From an optimization exercise on the open Yosys and OpenROAD flow, aimed at small area, a short achievable clock period and few clock cycles; shortcuts taken in it are not production practice. At most, simulation tests tie the RTL to the original design; equivalence was not proved.

Setup of old:
==> flow/design.v <==
module cfe_rx (
    input  wire       clk,
    input  wire       rst,
    input  wire       in_valid,
    input  wire [7:0] in_data,
    output wire       in_ready,
    output wire       out_valid,
    output wire [7:0] out_data,
    output wire       out_last,
    input  wire       clr_ovf,
    output reg        ovf,
    output wire       idle
);
    localparam [7:0] START = 8'h05;
    localparam [7:0] END   = 8'h04;
    localparam [1:0] S_EMPTY = 2'd0;   
    localparam [1:0] S_OPEN  = 2'd1;   
    localparam [1:0] S_END   = 2'd2;   
    localparam [1:0] E_SCAN  = 2'd0;   
    localparam [1:0] E_BODY  = 2'd1;   
    localparam [1:0] E_BCC   = 2'd2;   
    localparam integer FD = 20;        
    reg [7:0] r [0:127];
    reg [6:0] T;                       
    reg       oq;                      
    reg       lq;                      
    reg [7:0] ib;                      
    reg       ib_proc;                 
    reg       ib_wr;                   
    reg [7:0] ib2;                     
    reg       ib2_wr;
    reg [7:0] nxt;                     
    reg [7:0] P;                       
    reg [1:0] st;
    reg [7:0] A;                       
    reg [7:0] acc0;                    
    reg       v1, v2;                  
    reg [7:0] p1, p2;
    reg [7:0] a1, a2;
    reg       unt;                     
    reg [7:0] u;
    reg [FD-1:0] fq;                   
    reg [FD:0]   foh;                  
    reg [7:0] O;                       
    reg [1:0] es;
    reg       ov, ol;
    reg       ir;                      
    reg       idl;
    assign in_ready  = ir;
    assign idle      = idl;
    assign out_valid = ov;
    assign out_last  = ol;
    assign out_data  = r[127];
    wire take = in_valid && ir;
    integer k;
    always @(posedge clk) begin
        r[0] <= ib2_wr ? ib2 : r[127];
        for (k = 1; k < 128; k = k + 1)
            r[k] <= r[k-1];
    end
    wire [7:0] x      = ib;
    wire       x_st   = x == START;
    wire       x_en   = x == END;
    wire [7:0] acc0x  = acc0 ^ x;
    wire [7:0] a1x    = a1 ^ x;
    wire [7:0] a2x    = a2 ^ x;
    reg [1:0] n_st;
    reg [7:0] n_A, n_acc0, n_p1, n_p2, n_a1, n_a2, n_u, n_P;
    reg       n_v1, n_v2, n_unt;
    reg       rep;                     
    reg [1:0] npush;                   
    reg       pwin;                    
    reg       set_ovf;
    reg       l_v1, l_v2, l_unt;
    reg [7:0] l_p1, l_p2, l_a1, l_a2, l_u;
    wire ovfc = P[6:0] + 7'd1 == A[6:0];   
    wire might_rep = ib_proc && unt &&
                     (st == S_END || (st == S_OPEN && ovfc && !v1));
    always @* begin
        n_st = st; n_A = A; n_acc0 = acc0;
        n_v1 = v1; n_v2 = v2; n_p1 = p1; n_p2 = p2; n_a1 = a1; n_a2 = a2;
        n_unt = unt; n_u = u;
        n_P = P;
        rep = 1'b0; npush = 2'd0; pwin = 1'b0; set_ovf = 1'b0;
        l_v1 = v1; l_v2 = v2; l_unt = unt;
        l_p1 = p1; l_p2 = p2; l_a1 = a1x; l_a2 = a2x; l_u = u;
        if (x_st) begin
            if (!v1 && !unt) begin
                l_v1 = 1'b1; l_p1 = P; l_a1 = x;
            end else if (!v2 && !unt) begin
                l_v2 = 1'b1; l_p2 = P; l_a2 = x;
            end else if (!unt) begin
                l_unt = 1'b1; l_u = P;
            end
        end
        if (ib_proc) begin
            n_P = P + 8'd1;
            case (st)
                S_EMPTY: begin
                    if (x_st) begin
                        n_st = S_OPEN; n_A = P; n_acc0 = x;
                    end
                end
                S_OPEN: begin
                    n_acc0 = acc0x;
                    n_v1 = l_v1; n_p1 = l_p1; n_a1 = l_a1;
                    n_v2 = l_v2; n_p2 = l_p2; n_a2 = l_a2;
                    n_unt = l_unt; n_u = l_u;
                    if (x_en) n_st = S_END;
                    if (ovfc) begin
                        set_ovf = 1'b1;
                        npush = 2'd1; pwin = 1'b0;
                        if (l_v1) begin
                            n_A = l_p1; n_acc0 = l_a1;
                            n_v1 = l_v2; n_p1 = l_p2; n_a1 = l_a2;
                            n_v2 = 1'b0;
                        end else if (l_unt) begin
                            rep = 1'b1;
                        end else begin
                            n_st = S_EMPTY;
                        end
                    end
                end
                default: begin  
                    n_st = S_EMPTY; n_v1 = 1'b0; n_v2 = 1'b0; n_unt = 1'b0;
                    if (x == acc0) begin
                        npush = 2'd1; pwin = 1'b1;
                    end else if (v1 && x == a1) begin
                        npush = 2'd2; pwin = 1'b1;
                    end else if (v2 && x == a2) begin
                        npush = 2'd3; pwin = 1'b1;
                    end else begin
                        npush = 2'd1 + {1'b0, v1} + {1'b0, v2};
                        pwin = 1'b0;
                        if (unt) begin
                            rep = 1'b1;
                        end else if (x_st) begin
                            n_st = S_OPEN; n_A = P; n_acc0 = x;
                        end
                    end
                end
            endcase
            if (rep) begin
                n_st = S_EMPTY; n_v1 = 1'b0; n_v2 = 1'b0; n_unt = 1'b0;
                n_P = (st == S_OPEN) ? l_u : u;
            end
        end
    end
    wire [7:0] rep_u = (st == S_OPEN) ? l_u : u;
    wire [7:0] F     = (st != S_EMPTY) ? A : P;     
    wire [7:0] y     = r[126];                        
    wire       em_go = oq && (O != F);
    reg        pop;
    reg        n_ov, n_ol;
    reg [1:0]  n_es;
    always @* begin
        pop = 1'b0; n_ov = 1'b0; n_ol = 1'b0; n_es = es;
        if (em_go) begin
            case (es)
                E_SCAN: begin
                    if (y == START) begin
                        pop = 1'b1;
                        if (fq[0]) begin
                            n_ov = 1'b1; n_es = E_BODY;
                        end
                    end
                end
                E_BODY: begin
                    n_ov = 1'b1;
                    if (y == END) n_es = E_BCC;
                end
                default: begin
                    n_ov = 1'b1; n_ol = 1'b1; n_es = E_SCAN;
                end
            endcase
        end
    end
    wire [FD:0]   fs   = pop ? {1'b0, foh[FD:1]} : foh;    
    wire [FD-1:0] fq_p = pop ? {1'b0, fq[FD-1:1]} : fq;
    wire          wr1  = ib_proc && pwin;
    reg  [FD-1:0] fq_n;
    reg  [FD:0]   foh_n;
    integer j;
    always @* begin
        for (j = 0; j < FD; j = j + 1)
            fq_n[j] = fq_p[j] | (wr1 &&
                      ((npush == 2'd1 && fs[j]) ||
                       (npush == 2'd2 && j >= 1 && fs[j-1]) ||
                       (npush == 2'd3 && j >= 2 && fs[j-2])));
        case (npush)
            2'd0: foh_n = fs;
            2'd1: foh_n = {fs[FD-1:0], 1'b0};
            2'd2: foh_n = {fs[FD-2:0], 2'b0};
            default: foh_n = {fs[FD-3:0], 3'b0};
        endcase
    end
    wire fle6 = |foh[FD-6:0];
    wire fle7 = |foh[FD-7:0];
    wire fle8 = |foh[FD-8:0];
    wire fle9 = |foh[FD-9:0];
    wire       rep_go = ib_proc && rep;
    wire [7:0] R      = P + {7'd0, ib_proc};
    wire       r_eq   = R == nxt;
    wire       ld_nom = !r_eq && lq && fle6;
    wire [7:0] nxt1   = nxt + 8'd1;
    wire [6:0] T3     = T + 7'd3;
    wire       al2    = nxt[6:0] == T + 7'd2;
    wire       al3    = nxt[6:0] == T3;
    wire       n_lq   = rep_go ? T3 == rep_u[6:0] :
                        (ld_nom && !take) || T3 == R[6:0];
    wire       mp_end = ib_proc && st == S_END;
    wire       mp_ovf = ib_proc && st == S_OPEN && ovfc;
    wire       f_ok   = mp_end ? (v2 ? fle9 : v1 ? fle8 : fle7) :
                        mp_ovf ? fle7 : fle6;
    wire       ir_ok  = !might_rep && f_ok;
    wire       ir_t   = al2 && r_eq && ir_ok;
    wire       ir_nt  = al3 && (r_eq || (ld_nom && R + 8'd1 == nxt)) && ir_ok;
    wire       pr_t   = !rep_go && r_eq;
    wire       pr_nt  = ld_nom && !rep_go;
    always @(posedge clk) begin
        ib2 <= ib;
        ib  <= ir ? in_data : r[125];    
        A <= n_A; acc0 <= n_acc0;
        p1 <= n_p1; p2 <= n_p2; a1 <= n_a1; a2 <= n_a2; u <= n_u;
    end
    always @(posedge clk) begin
        if (rst) begin
            T <= 7'd0; oq <= 1'b0; lq <= 1'b0;
            nxt <= 8'd2; P <= 8'd2; O <= 8'd2;
            st <= S_EMPTY; v1 <= 1'b0; v2 <= 1'b0; unt <= 1'b0;
            fq <= {FD{1'b0}}; foh <= {{FD{1'b0}}, 1'b1};
            es <= E_SCAN; ov <= 1'b0; ol <= 1'b0;
            ir <= 1'b1; idl <= 1'b1;
            ib_proc <= 1'b0; ib_wr <= 1'b0; ib2_wr <= 1'b0;
            ovf <= 1'b0;
        end else begin
            T <= T + 7'd1;
            oq <= em_go || (T + 7'd2 == O[6:0]);
            lq <= n_lq;
            st <= n_st;
            v1 <= n_v1; v2 <= n_v2; unt <= n_unt;
            P <= n_P;
            fq <= fq_n; foh <= foh_n;
            es <= n_es; ov <= n_ov; ol <= n_ol;
            O <= em_go ? O + 8'd1 : O;
            if (clr_ovf) ovf <= 1'b0;
            if (ib_proc && set_ovf) ovf <= 1'b1;
            ib2_wr  <= ib_wr;
            ib_wr   <= take;
            ib_proc <= ir ? in_valid && pr_t : pr_nt;
            nxt     <= take ? nxt1 : nxt;
            ir  <= take ? ir_t : ir_nt;
            idl <= !take && !ib_proc && r_eq && (O == F);
        end
    end
endmodule
clock: 9.0 ns
lec_check: 0
cap_margin: 20
core_margin: 2
core_utilization: 40
cts_cluster_diameter: 70
cts_cluster_size: 30
setup_slack_margin: 5
slew_margin: 20
standard.sh (not shown) runs the stock make flow with config.mk's settings and CLKGATE_MAP_FILE= SYNTH_SCRIPT=/design/flow/synth_recipe.tcl, a recipe that flattens the netlist after the stock synthesis.
==> flow/flow/run.sh <==
#!/bin/bash
# The standard layout (standard.sh), with port buffers of buf_4 cells and
# timing repair aiming for 6 ns of setup slack instead of 5. All output
# goes to standard.log here; ORFS's own per-step logs are under orfs/logs.
set -e
bash standard.sh SETUP_SLACK_MARGIN=6 \
    "BUFFER_PORTS_ARGS=-buffer_cell sky130_fd_sc_hd__buf_4" finish \
    > standard.log 2>&1
old was carried through to the last stage, and its layout satisfied the timing, DRC and antenna checks.
Testbench counts of old, summed over its fixed seeds: cycles 49,271.
## Diff of input files: new against old
--- a/flow/design.v
+++ b/flow/design.v
@@ -42,5 +42,8 @@
     reg [FD-1:0] fq;                   
     reg [FD:0]   foh;                  
+    reg          pop_d;                
+    wire         fhead = pop_d ? fq[1] : fq[0];
     reg [7:0] O;                       
+    reg [7:0] Fr;                      
     reg [1:0] es;
     reg       ov, ol;
@@ -148,5 +151,5 @@
     end
     wire [7:0] rep_u = (st == S_OPEN) ? l_u : u;
-    wire [7:0] F     = (st != S_EMPTY) ? A : P;     
+    wire [7:0] F     = Fr;                            
     wire [7:0] y     = r[126];                        
     wire       em_go = oq && (O != F);
@@ -161,5 +164,5 @@
                     if (y == START) begin
                         pop = 1'b1;
-                        if (fq[0]) begin
+                        if (fhead) begin
                             n_ov = 1'b1; n_es = E_BODY;
                         end
@@ -176,6 +179,6 @@
         end
     end
-    wire [FD:0]   fs   = pop ? {1'b0, foh[FD:1]} : foh;    
-    wire [FD-1:0] fq_p = pop ? {1'b0, fq[FD-1:1]} : fq;
+    wire [FD:0]   fs   = pop_d ? {1'b0, foh[FD:1]} : foh;  
+    wire [FD-1:0] fq_p = pop_d ? {1'b0, fq[FD-1:1]} : fq;
     wire          wr1  = ib_proc && pwin;
     reg  [FD-1:0] fq_n;
@@ -229,5 +232,5 @@
             nxt <= 8'd2; P <= 8'd2; O <= 8'd2;
             st <= S_EMPTY; v1 <= 1'b0; v2 <= 1'b0; unt <= 1'b0;
-            fq <= {FD{1'b0}}; foh <= {{FD{1'b0}}, 1'b1};
+            fq <= {FD{1'b0}}; foh <= {{FD{1'b0}}, 1'b1}; pop_d <= 1'b0; Fr <= 8'd2;
             es <= E_SCAN; ov <= 1'b0; ol <= 1'b0;
             ir <= 1'b1; idl <= 1'b1;
@@ -241,5 +244,6 @@
             v1 <= n_v1; v2 <= n_v2; unt <= n_unt;
             P <= n_P;
-            fq <= fq_n; foh <= foh_n;
+            fq <= fq_n; foh <= foh_n; pop_d <= pop;
+            Fr <= (n_st != S_EMPTY) ? n_A : n_P;
             es <= n_es; ov <= n_ov; ol <= n_ol;
             O <= em_go ? O + 8'd1 : O;
Findings:
Sort old and new by required time reported for the critical path endpoint desc -> top: new
r[127][6] as the beginning of the critical path was reported by old, and ib[7] by new.
Sort old and new by synthesized cell count asc -> top: old
Worst-case headroom to the max-slew limit: higher on old
old → new: clock network area share saw an increase, filler-free cell count of the finished design picked up an extra 53, met1 wire length went down by 230 um, number of buffers on the longest clock path saw little to no change, compound-gate portion of the synthesized area down 0.49 points.
Re fraction of synthesis flops using an asynchronous set or reset pin: no difference whatsoever between new and old.
Compared with old, new degrades area of all placed cells without fillers.
Total routed wirelength on new is up relative to old.
Routed via count in new vs old: up 140
Final critical-path required period: new > old
The RTL of new was laid out without a check of its function.

separate check: timing with driven ports:
How much do the figures lean on ideal ports? The routed layouts below were timed once more, with nothing changed but the port constraints.
Step 1 sets driving cells, clkbuf_16 on the clock port and buf_2 on the other inputs (assumed; they add their load-dependent delay and slew).
Step 2 adds t to the input delays and takes it off the output delays; t is the mean of the earliest and latest rising clock arrival at the registers after step 1. Input paths then give back, and output paths get back, about the clock's delay inside the block.
Slacks: no drivers / after step 1 / after step 2; pairs: no drivers / after step 1.
| run | shift t [ns] | setup slack, ns | hold WS [ns] | worst register clock-pin slew, ns | worst data-port slew with drivers (ns) |
|---|---|---|---|---|---|
| old | 0.683 | 6.053 / 5.998 / 5.398 | 0.317 / 0.317 / 0.317 | 0.11 / 0.11 | 0.10 |
| new | 0.692 | 5.995 / 5.992 / 5.595 | 0.314 / 0.314 / 0.314 | 0.11 / 0.11 | 0.03 |
After both steps every run listed still meets setup and hold. For old, which loses most, drivers alone change the setup slack by -0.055 ns; drivers and shift together by -0.655 ns.
